Source: an optimization exercise on an open RTL-to-GDS flow (aim: small area, a short achievable clock period and few clock cycles). Production flows keep margins and buffers that such runs may drop.
Function was checked by simulation only, so behaviour that the tests miss may differ from the original.
Power figures rest on the tool's default switching activity, not on a simulated workload.

<file path="design/flow/config.mk">
export PLATFORM = sky130hd
export DESIGN_NAME = sbse
export DESIGN_NICKNAME = sbse
export VERILOG_FILES = /design/flow/design.v
export SDC_FILE = /design/flow/constraint.sdc
export NUM_CORES = 4
export LEC_CHECK = 0
export CAP_MARGIN = 20
export CORE_MARGIN = 2
export CORE_UTILIZATION = 40
export PLACE_DENSITY = 0.6
export SLEW_MARGIN = 20
</file>
<file path="design/flow/constraint.sdc">
create_clock -name core_clock -period 12.0 [get_ports {clk}]
set_input_delay 2.4000 -clock core_clock [delete_from_list [all_inputs] [get_ports {clk}]]
set_output_delay 2.4000 -clock core_clock [all_outputs]
set_load 0.01 [all_outputs]
</file>
<file path="design/flow/design.v">
module sbse (
    input  wire        clk,
    input  wire        rst,
    input  wire        go,
    input  wire [19:0] start,
    input  wire [19:0] stop,
    output wire        ready,
    output wire        done,
    output reg         err,
    output reg  [19:0] count,
    output reg  [39:0] sum
);
    localparam STOP_MAX = 20'hFFFF9;     
    localparam NPRIME   = 8'd170;        
    localparam S_IDLE  = 3'd0,
               S_CHECK = 3'd1,
               S_SETUP = 3'd2,
               S_RANGE = 3'd3,
               S_SEG   = 3'd4,
               S_SIEVE = 3'd5,
               S_READ  = 3'd6,
               S_FLUSH = 3'd7;
    reg [2:0]  state;
    reg        done_q, ready_q;
    assign done  = done_q;
    assign ready = ready_q;
    reg [19:0] r_start, r_stop;
    reg [19:0] qs, qe;             
    reg [1:0]  rs, re;             
    reg [9:0]  root;               
    reg [12:0] srem;
    reg [3:0]  step;
    reg [18:0] j0;                 
    reg [18:0] jhi;                
    reg [8:0]  seg_len;            
    reg        seg_last;
    reg [4:0]  nw;                 
    reg [3:0]  ridx;
    reg [255:0] sb;                
    function [9:0] rom_p;
        input [7:0] idx;
        begin
            case (idx)
            8'd0: rom_p = 10'd5;
            8'd1: rom_p = 10'd7;
            8'd2: rom_p = 10'd11;
            8'd3: rom_p = 10'd13;
            8'd4: rom_p = 10'd17;
            8'd5: rom_p = 10'd19;
            8'd6: rom_p = 10'd23;
            8'd7: rom_p = 10'd29;
            8'd8: rom_p = 10'd31;
            8'd9: rom_p = 10'd37;
            8'd10: rom_p = 10'd41;
            8'd11: rom_p = 10'd43;
            8'd12: rom_p = 10'd47;
            8'd13: rom_p = 10'd53;
            8'd14: rom_p = 10'd59;
            8'd15: rom_p = 10'd61;
            8'd16: rom_p = 10'd67;
            8'd17: rom_p = 10'd71;
            8'd18: rom_p = 10'd73;
            8'd19: rom_p = 10'd79;
            8'd20: rom_p = 10'd83;
            8'd21: rom_p = 10'd89;
            8'd22: rom_p = 10'd97;
            8'd23: rom_p = 10'd101;
            8'd24: rom_p = 10'd103;
            8'd25: rom_p = 10'd107;
            8'd26: rom_p = 10'd109;
            8'd27: rom_p = 10'd113;
            8'd28: rom_p = 10'd127;
            8'd29: rom_p = 10'd131;
            8'd30: rom_p = 10'd137;
            8'd31: rom_p = 10'd139;
            8'd32: rom_p = 10'd149;
            8'd33: rom_p = 10'd151;
            8'd34: rom_p = 10'd157;
            8'd35: rom_p = 10'd163;
            8'd36: rom_p = 10'd167;
            8'd37: rom_p = 10'd173;
            8'd38: rom_p = 10'd179;
            8'd39: rom_p = 10'd181;
            8'd40: rom_p = 10'd191;
            8'd41: rom_p = 10'd193;
            8'd42: rom_p = 10'd197;
            8'd43: rom_p = 10'd199;
            8'd44: rom_p = 10'd211;
            8'd45: rom_p = 10'd223;
            8'd46: rom_p = 10'd227;
            8'd47: rom_p = 10'd229;
            8'd48: rom_p = 10'd233;
            8'd49: rom_p = 10'd239;
            8'd50: rom_p = 10'd241;
            8'd51: rom_p = 10'd251;
            8'd52: rom_p = 10'd257;
            8'd53: rom_p = 10'd263;
            8'd54: rom_p = 10'd269;
            8'd55: rom_p = 10'd271;
            8'd56: rom_p = 10'd277;
            8'd57: rom_p = 10'd281;
            8'd58: rom_p = 10'd283;
            8'd59: rom_p = 10'd293;
            8'd60: rom_p = 10'd307;
            8'd61: rom_p = 10'd311;
            8'd62: rom_p = 10'd313;
            8'd63: rom_p = 10'd317;
            8'd64: rom_p = 10'd331;
            8'd65: rom_p = 10'd337;
            8'd66: rom_p = 10'd347;
            8'd67: rom_p = 10'd349;
            8'd68: rom_p = 10'd353;
            8'd69: rom_p = 10'd359;
            8'd70: rom_p = 10'd367;
            8'd71: rom_p = 10'd373;
            8'd72: rom_p = 10'd379;
            8'd73: rom_p = 10'd383;
            8'd74: rom_p = 10'd389;
            8'd75: rom_p = 10'd397;
            8'd76: rom_p = 10'd401;
            8'd77: rom_p = 10'd409;
            8'd78: rom_p = 10'd419;
            8'd79: rom_p = 10'd421;
            8'd80: rom_p = 10'd431;
            8'd81: rom_p = 10'd433;
            8'd82: rom_p = 10'd439;
            8'd83: rom_p = 10'd443;
            8'd84: rom_p = 10'd449;
            8'd85: rom_p = 10'd457;
            8'd86: rom_p = 10'd461;
            8'd87: rom_p = 10'd463;
            8'd88: rom_p = 10'd467;
            8'd89: rom_p = 10'd479;
            8'd90: rom_p = 10'd487;
            8'd91: rom_p = 10'd491;
            8'd92: rom_p = 10'd499;
            8'd93: rom_p = 10'd503;
            8'd94: rom_p = 10'd509;
            8'd95: rom_p = 10'd521;
            8'd96: rom_p = 10'd523;
            8'd97: rom_p = 10'd541;
            8'd98: rom_p = 10'd547;
            8'd99: rom_p = 10'd557;
            8'd100: rom_p = 10'd563;
            8'd101: rom_p = 10'd569;
            8'd102: rom_p = 10'd571;
            8'd103: rom_p = 10'd577;
            8'd104: rom_p = 10'd587;
            8'd105: rom_p = 10'd593;
            8'd106: rom_p = 10'd599;
            8'd107: rom_p = 10'd601;
            8'd108: rom_p = 10'd607;
            8'd109: rom_p = 10'd613;
            8'd110: rom_p = 10'd617;
            8'd111: rom_p = 10'd619;
            8'd112: rom_p = 10'd631;
            8'd113: rom_p = 10'd641;
            8'd114: rom_p = 10'd643;
            8'd115: rom_p = 10'd647;
            8'd116: rom_p = 10'd653;
            8'd117: rom_p = 10'd659;
            8'd118: rom_p = 10'd661;
            8'd119: rom_p = 10'd673;
            8'd120: rom_p = 10'd677;
            8'd121: rom_p = 10'd683;
            8'd122: rom_p = 10'd691;
            8'd123: rom_p = 10'd701;
            8'd124: rom_p = 10'd709;
            8'd125: rom_p = 10'd719;
            8'd126: rom_p = 10'd727;
            8'd127: rom_p = 10'd733;
            8'd128: rom_p = 10'd739;
            8'd129: rom_p = 10'd743;
            8'd130: rom_p = 10'd751;
            8'd131: rom_p = 10'd757;
            8'd132: rom_p = 10'd761;
            8'd133: rom_p = 10'd769;
            8'd134: rom_p = 10'd773;
            8'd135: rom_p = 10'd787;
            8'd136: rom_p = 10'd797;
            8'd137: rom_p = 10'd809;
            8'd138: rom_p = 10'd811;
            8'd139: rom_p = 10'd821;
            8'd140: rom_p = 10'd823;
            8'd141: rom_p = 10'd827;
            8'd142: rom_p = 10'd829;
            8'd143: rom_p = 10'd839;
            8'd144: rom_p = 10'd853;
            8'd145: rom_p = 10'd857;
            8'd146: rom_p = 10'd859;
            8'd147: rom_p = 10'd863;
            8'd148: rom_p = 10'd877;
            8'd149: rom_p = 10'd881;
            8'd150: rom_p = 10'd883;
            8'd151: rom_p = 10'd887;
            8'd152: rom_p = 10'd907;
            8'd153: rom_p = 10'd911;
            8'd154: rom_p = 10'd919;
            8'd155: rom_p = 10'd929;
            8'd156: rom_p = 10'd937;
            8'd157: rom_p = 10'd941;
            8'd158: rom_p = 10'd947;
            8'd159: rom_p = 10'd953;
            8'd160: rom_p = 10'd967;
            8'd161: rom_p = 10'd971;
            8'd162: rom_p = 10'd977;
            8'd163: rom_p = 10'd983;
            8'd164: rom_p = 10'd991;
            8'd165: rom_p = 10'd997;
            8'd166: rom_p = 10'd1009;
            8'd167: rom_p = 10'd1013;
            8'd168: rom_p = 10'd1019;
            8'd169: rom_p = 10'd1021;
            default: rom_p = 10'd1023;
            endcase
        end
    endfunction
    function [3:0] div3_step;      
        input [1:0] r;
        input [1:0] d;
        reg [3:0] v;
        begin
            v = {r, d};
            if (v >= 4'd9)      div3_step = {2'd3, v[1:0] - 2'd1};
            else if (v >= 4'd6) div3_step = {2'd2, v[1:0] - 2'd2};
            else if (v >= 4'd3) div3_step = {2'd1, v[1:0] - 2'd3};
            else                div3_step = {2'd0, v[1:0]};
        end
    endfunction
    wire [3:0]  ds_s  = div3_step(rs, r_start[19:18]);
    wire [3:0]  ds_e  = div3_step(re, r_stop[19:18]);
    wire [12:0] sq_r  = {srem[10:0], r_stop[19:18]};
    wire [12:0] sq_t  = {1'b0, root, 2'b01};
    wire        sq_ge = sq_r >= sq_t;
    wire [19:0] jlo_a = (rs == 2'd2 && !qs[0]) ? qs + 20'd1 : qs;
    wire [18:0] jlo_c = (jlo_a == 20'd0) ? 19'd1 : jlo_a[18:0];
    wire        hi_dec = ({1'b0, re} < 3'd1 + {2'b00, qe[0]});
    wire [19:0] jhi_a = hi_dec ? qe - 20'd1 : qe;    
    wire        empty = jhi_a[19] || (jhi_a[18:0] < jlo_c);
    wire [19:0] len_c = {1'b0, jhi} - {1'b0, j0} + 20'd1;
    function [9:0] dstep;
        input [9:0] r;
        input       b;
        input [9:0] p;
        reg [10:0] t;
        begin
            t = {r, b};
            dstep = (t >= {1'b0, p}) ? (t - {1'b0, p}) : t[9:0];
        end
    endfunction
    function [8:0] div3_10;        
        input [9:0] p;
        reg [1:0] r;
        reg [9:0] q;
        reg [2:0] v;
        integer i;
        begin
            r = 2'd0;
            for (i = 9; i >= 0; i = i - 1) begin
                v = {r, p[i]};
                q[i] = (v >= 3'd3);
                r = (v >= 3'd3) ? v - 3'd3 : v[1:0];
            end
            div3_10 = q[8:0];
        end
    endfunction
    reg        issuing;
    reg [7:0]  pi;
    reg [8:0]  pv;                 
    reg [9:0]  pp [0:8];           
    reg [9:0]  pr [1:8];           
    reg [8:0]  pa7, pa8;           
    reg [10:0] pb8;                
    reg        fv;
    reg [11:0] fA, fB;
    reg [10:0] ft;
    reg        busy;
    reg [11:0] mA, mB;
    reg [10:0] mt;
    wire stall = fv & busy;
    wire [9:0] rom_q   = rom_p(pi);
    wire       iss_ok  = issuing && (pi != NPRIME) && (rom_q <= root);
    wire [10:0] fR   = {pr[8], j0[0]};                  
    wire [10:0] f_t  = {pp[8], 1'b0};
    wire [11:0] dA   = {3'd0, pa8} - {1'b0, fR};
    wire [11:0] dB   = {1'b0, pb8} - {1'b0, fR};
    wire        skipA = (j0[18:9] == 10'd0) && (j0[8:0] <= pa8);
    wire [11:0] offA = (dA[11] || skipA) ? dA + {1'b0, f_t} : dA;
    wire [11:0] offB = dB[11] ? dB + {1'b0, f_t} : dB;
    wire        act   = busy | fv;
    wire [11:0] posA  = busy ? mA : fA;
    wire [11:0] posB  = busy ? mB : fB;
    wire [10:0] post  = busy ? mt : ft;
    wire        mkA   = act && (posA < {3'd0, seg_len});
    wire        mkB   = act && (posB < {3'd0, seg_len});
    wire [11:0] nA    = posA + {1'b0, post};
    wire [11:0] nB    = posB + {1'b0, post};
    wire        more  = act && ((nA < {3'd0, seg_len}) || (nB < {3'd0, seg_len}));
    wire pipe_empty = !issuing && (pv == 9'd0) && !fv && !busy;
    reg        rv1, rv2;
    reg [15:0] rm;
    reg [20:0] rbase;              
    reg [25:0] rprod;
    reg [4:0]  rc;
    wire [15:0] rword = sb[{ridx, 4'd0} +: 16];
    wire [8:0]  rpos0 = {1'b0, ridx, 4'd0};
    reg  [15:0] rmask;
    integer k;
    always @(*) begin
        for (k = 0; k < 16; k = k + 1)
            rmask[k] = (rpos0 + k) < seg_len;
    end
    reg [4:0] c_w;
    reg [9:0] e_w;
    always @(*) begin
        c_w = 5'd0;
        e_w = 10'd0;
        for (k = 0; k < 16; k = k + 1) begin
            c_w = c_w + {4'd0, rm[k]};
            if (rm[k])
                e_w = e_w + 10'd3 * k + 10'd1 + {9'd0, j0[0] ^ k[0]};
        end
    end
    wire set_all = (state == S_CHECK);
    integer s;
    always @(posedge clk) begin
        for (s = 0; s < 256; s = s + 1) begin
            if (set_all || (state == S_READ && ridx == s[7:4]))
                sb[s] <= 1'b1;
            else if ((mkA && posA[7:0] == s[7:0]) || (mkB && posB[7:0] == s[7:0]))
                sb[s] <= 1'b0;
        end
        if (!stall) begin
            pp[0] <= rom_q;
            pr[1] <= dstep(dstep({8'd0, j0[18:17]}, j0[16], pp[0]), j0[15], pp[0]);
            pr[2] <= dstep(dstep(pr[1], j0[14], pp[1]), j0[13], pp[1]);
            pr[3] <= dstep(dstep(pr[2], j0[12], pp[2]), j0[11], pp[2]);
            pr[4] <= dstep(dstep(pr[3], j0[10], pp[3]), j0[9],  pp[3]);
            pr[5] <= dstep(dstep(pr[4], j0[8],  pp[4]), j0[7],  pp[4]);
            pr[6] <= dstep(dstep(pr[5], j0[6],  pp[5]), j0[5],  pp[5]);
            pr[7] <= dstep(dstep(pr[6], j0[4],  pp[6]), j0[3],  pp[6]);
            pr[8] <= dstep(dstep(pr[7], j0[2],  pp[7]), j0[1],  pp[7]);
            for (s = 1; s < 9; s = s + 1)
                pp[s] <= pp[s-1];
            pa7 <= div3_10(pp[6]);
            pa8 <= pa7;
            pb8 <= 11'd5 * {2'd0, pa7} + 11'd1 + {9'd0, pa7[0], 1'b0};
            fA  <= offA;
            fB  <= offB;
            ft  <= f_t;
        end
        if (!busy) begin
            mA <= nA;
            mB <= nB;
            mt <= post;
        end else begin
            mA <= nA;
            mB <= nB;
        end
        rm    <= rword & rmask;
        rprod <= {21'd0, c_w} * {5'd0, rbase} + {16'd0, e_w};
        rc    <= c_w;
        if (rv1)
            rbase <= rbase + 21'd48;
        if (rst) begin
            state   <= S_IDLE;
            done_q  <= 1'b0;
            ready_q <= 1'b1;
            err     <= 1'b0;
            count   <= 20'd0;
            sum     <= 40'd0;
            issuing <= 1'b0;
            pv      <= 9'd0;
            fv      <= 1'b0;
            busy    <= 1'b0;
            rv1     <= 1'b0;
            rv2     <= 1'b0;
        end else begin
            if (!stall) begin
                pv <= {pv[7:0], iss_ok};
                fv <= pv[8];
                if (issuing) begin
                    if (iss_ok) pi <= pi + 8'd1;
                    else        issuing <= 1'b0;
                end
            end
            busy <= more;
            rv1 <= (state == S_READ);
            rv2 <= rv1;
            if (rv2) begin
                count <= count + {15'd0, rc};
                sum   <= sum + {14'd0, rprod};
            end
            case (state)
            S_IDLE: begin
                if (go) begin
                    r_start <= start;
                    r_stop  <= stop;
                    state   <= S_CHECK;
                    done_q  <= 1'b0;
                    ready_q <= 1'b0;
                end
            end
            S_CHECK: begin
                qs   <= 20'd0;  rs <= 2'd0;
                qe   <= 20'd0;  re <= 2'd0;
                root <= 10'd0;  srem <= 13'd0;
                step <= 4'd0;
                if (r_start == 20'd0 || r_start > r_stop || r_stop > STOP_MAX) begin
                    err     <= 1'b1;
                    count   <= 20'd0;
                    sum     <= 40'd0;
                    state   <= S_IDLE;
                    done_q  <= 1'b1;
                    ready_q <= 1'b1;
                end else begin
                    err   <= 1'b0;
                    count <= ((r_start <= 20'd2 && r_stop >= 20'd2) ? 20'd1 : 20'd0)
                           + ((r_start <= 20'd3 && r_stop >= 20'd3) ? 20'd1 : 20'd0);
                    sum   <= ((r_start <= 20'd2 && r_stop >= 20'd2) ? 40'd2 : 40'd0)
                           + ((r_start <= 20'd3 && r_stop >= 20'd3) ? 40'd3 : 40'd0);
                    state <= S_SETUP;
                end
            end
            S_SETUP: begin
                qs <= {qs[17:0], ds_s[3:2]};
                rs <= ds_s[1:0];
                qe <= {qe[17:0], ds_e[3:2]};
                re <= ds_e[1:0];
                if (sq_ge) begin
                    srem <= sq_r - sq_t;
                    root <= {root[8:0], 1'b1};
                end else begin
                    srem <= sq_r;
                    root <= {root[8:0], 1'b0};
                end
                r_start <= {r_start[17:0], 2'b00};
                r_stop  <= {r_stop[17:0], 2'b00};
                step    <= step + 4'd1;
                if (step == 4'd9)
                    state <= S_RANGE;
            end
            S_RANGE: begin
                j0    <= jlo_c;
                jhi   <= jhi_a[18:0];
                rbase <= {2'b00, jlo_c} + {1'b0, jlo_c, 1'b0};
                if (empty) begin
                    state   <= S_IDLE;
                    done_q  <= 1'b1;
                    ready_q <= 1'b1;
                end else
                    state <= S_SEG;
            end
            S_SEG: begin
                seg_len  <= (len_c >= 20'd256) ? 9'd256 : len_c[8:0];
                seg_last <= (len_c <= 20'd256);
                nw       <= (len_c >= 20'd256) ? 5'd16 : ({1'b0, len_c[7:4]} + {4'd0, |len_c[3:0]});
                pi       <= 8'd0;
                issuing  <= 1'b1;
                ridx     <= 4'd0;
                state    <= S_SIEVE;
            end
            S_SIEVE: begin
                if (pipe_empty)
                    state <= S_READ;
            end
            S_READ: begin
                ridx <= ridx + 4'd1;
                if ({1'b0, ridx} == nw - 5'd1) begin
                    if (seg_last)
                        state <= S_FLUSH;
                    else begin
                        j0    <= j0 + 19'd256;
                        state <= S_SEG;
                    end
                end
            end
            S_FLUSH: begin
                if (!rv1 && !rv2) begin
                    state   <= S_IDLE;
                    done_q  <= 1'b1;
                    ready_q <= 1'b1;
                end
            end
            endcase
        end
    end
endmodule
</file>
<file path="design/flow/run.sh">
#!/bin/bash
# synth_recipe.tcl (not shown) runs the flow's synth.tcl, then flattens the netlist and writes it again
# the make line also repeats each setting of config.mk as NAME=value (left out here)
make -C /OpenROAD-flow-scripts/flow DESIGN_CONFIG=/design/flow/config.mk WORK_HOME=/design/flow/orfs CLKGATE_MAP_FILE= SYNTH_SCRIPT=/design/flow/synth_recipe.tcl finish
</file>
==> summary.txt <==
-- kinds of logic after synthesis --
logic type	synth area share (%)
compound gates	19.2
xor+xnor	6.81
fa+ha+maj	15.4
buf+inv	4.96
flops	36.1
mux	5.58
other cells	0.00643
simple gates	11.9
-- timing repair --
action	in CTS	in global routing
resized for setup	16	31
endpoints found under the setup margin	9	14
pin swaps	57	63
buffers inserted	21	14
endpoints found under the hold margin	0	0
hold buffers	0	0
-- cell type report --
| type | instances | area [sq um] |
|---|---|---|
| fillers | 13700 | 78700 |
| multi-input cells | 4452 | 35200 |
| flip-flops and latches | 845 | 21000 |
| clock buffers | 140 | 2830 |
| repair buffers | 327 | 2720 |
| well taps | 1917 | 2400 |
| inverters | 515 | 1950 |
| clock inverters | 48 | 473 |
| diodes | 1 | 2.50 |
-- per-layer routing --
layer / wire length (um) / up-vias / global-route usage [%] / share of wire [%]
met5: 0 / - / 0 / 0
met4: 3610 / 0 / 5.41 / 2.4
met3: 6680 / 218 / 2.69 / 4.4
met2: 73000 / 948 / 34.6 / 48
met1: 69000 / 22100 / 27.0 / 45
li1: - / 22200 / - / -
-- worst paths after layout --
kind                              to  slack [ns]  depth (start not counted)
setup / recovery   rprod[25]$_DFF_P_       -0.60                         69
hold / removal    pp[4][6]$_DFFE_PN_        0.44                          0
setup reg to reg   rprod[25]$_DFF_P_       -0.60                         69
hold reg to reg   pp[4][6]$_DFFE_PN_        0.44                          0
-- worst register-to-register path: cells and delay by family (launching register included) --
kind,cells,cell delay [ns]
flip-flops,1,0.33
AND/OR/NAND/NOR,10,1.03
adder cells (fa/ha/maj),15,4.50
XOR/XNOR,6,0.98
multiplexers,8,1.79
buffers and inverters,7,0.70
AO/OA/AOI/OAI,23,3.17
-- power by group --
| group | switching, W | leakage, nW | internal [W] |
|---|---|---|---|
| logic | 0.00442 | 18.1 | 0.00456 |
| clock network | 0.00132 | 1.63 | 0.00175 |
| registers | 0.000144 | 7.59 | 0.00340 |
| total | 0.00588 | 27.4 | 0.00970 |
-- Yosys cell counts, drive strengths merged, types with 18 or more instances --
cell type  number
a211oi         34
a21o          362
a21oi         411
a221oi         27
a22oi         263
a31oi          18
and2           94
and3           34
buf            26
clkbuf        223
dfxtp         433
edfxtp        412
fa            103
ha            552
inv           510
mux2           71
mux2i          63
mux4           81
nand2         413
nand2b         66
nand3          85
nand4          52
nor2          453
nor2b          65
nor3           86
nor4           33
o21a           26
o21ai         280
o21bai        107
o31ai          18
xnor2         295
xor2          125
-- metrics by stage --
step           hold slack, ns  total power [W]
2_1_floorplan           0.408          0.00904
3_3_place_gp            0.428           0.0115
3_5_place_dp            0.432           0.0116
4_1_cts                 0.440           0.0150
5_1_grt                 0.459           0.0169
6_report                0.443           0.0156
==> results.yml <==
worst_setup_path:
  crit_family: "adder cells"
  worst-path-max-fanout: 4
  crit_path_start_kind: "flip-flop"
  cp_slowest_cell: "fa_1"
  r2r_start: "rm[1]$_DFF_P_"
  startpoint: "rm[1]$_DFF_P_"
  critPathBufInv: 7
  crit_path_end_kind: "flip-flop"
  slowest_delay_ns: 0.56
  cp_common_cell: "a21oi_2"
  required_ns: 12.63
  cp.arrival_ns: 13.23
  worstSetupPathType: "reg -> reg"
cts:
  cts_max_level: 3
  clock_insertion_delay_worst_skew_ns: 0.73
  cts_tree: "done"
  cts.sinks: 845
  clockBufferDepth: 3
  root_buffer: "clkbuf_16"
  clk_pin_slew_worst_paths_ns: 0.06
  cts-buffers-inserted: 99
timing:
  finalHoldViolations: 0
  final.period_utilization_pct: 105
  fmax_ghz: 0.0793
  finalMaxSlewViolations: 0
  worst_pin_slew_ns: 1.18
  finalWorstSetupSlack_ns: -0.603
  fin_skew_ns: 0.0640
  setup_viol: 7
  min_period_ns: 12.60
  relSlewSlack_pct: 20.7
  fin_tns_setup_ns: -2.90
  rsz0062_at_grt: "true"
final_layout:
  final_nets: 6938
  post-route-cell-area_sq_um: 66600
  instances_no_fill: 8245
  utilization_pct: 45.8
  areaGrowthSynthToFinish_pct: 14.2
placement:
  dpl_worst_slack_ns: -0.622
  io_buffers: 105
  gp_congestion: 0.851
  hpwl_um: 113000
  place_area_sq_um: 62700
  dpl.cell_count: 8029
yosys:
  yosys.area.top_type: "edfxtp_1"
  synth_edf_count: 412
  yosysWarnings: 3
  yosysUniqueCellTypes: 110
  synth_nets: 6759
  synthTopCellsByArea: "edfxtp_1 (21%), dfxtp_1 (15%), ha_1 (12%)"
  ys_ff_latch: 845
  syn_area_per_cell_sq_um: 9.62
  synth_top_area_share_pct: 21.2
  async_flop_share_pct: 0
  syn_area_sq_um: 58300
  ys.flop_type: "dfxtp_1"
  syn-instance-count: 6061
  seq_area_frac_synth_pct: 36.1
run_status:
  outcome: "finished with violations"
  violations: "negative setup slack"
die:
  die_x_um: 386
  die_area_sq_um: 149000
  core.rowCount: 140
  start_util_pct: 40.2
  core_area_sq_um: 145000
  pin_count: 106
  dieHeight_um: 386
detailed_routing:
  avgRoutedWirePerCell_um: 18.5
  wl_um: 152000
  drc: 0
  firstDrtPassIters: 5
  drt-initial-drc-count: 2987
  vias: 45400
  viasPerCell: 5.51
  detail-route-antenna-nets: 0
global_routing:
  grt_pass1_vias: 45200
  antenna_found_initial: 0
  grt_start_max_net_pins: 99
  grt_pass1_wl_um: 246000
  grt-ovfl-total: 0
  track_usage_pct: 20.3
power:
  p_leak_nw: 27.4
  p_per_area_nw_per_um2: 234
  irDropWorstVdd_v: 0.000903
job:
  cap_viol_max_count: 0
worst_hold_path:
  hold_path_startpoint: "pp[3][6]$_DFFE_PN_"
  hp-class: "reg -> reg"
Testbench counts, summed over its fixed seeds: cycles 62,118.
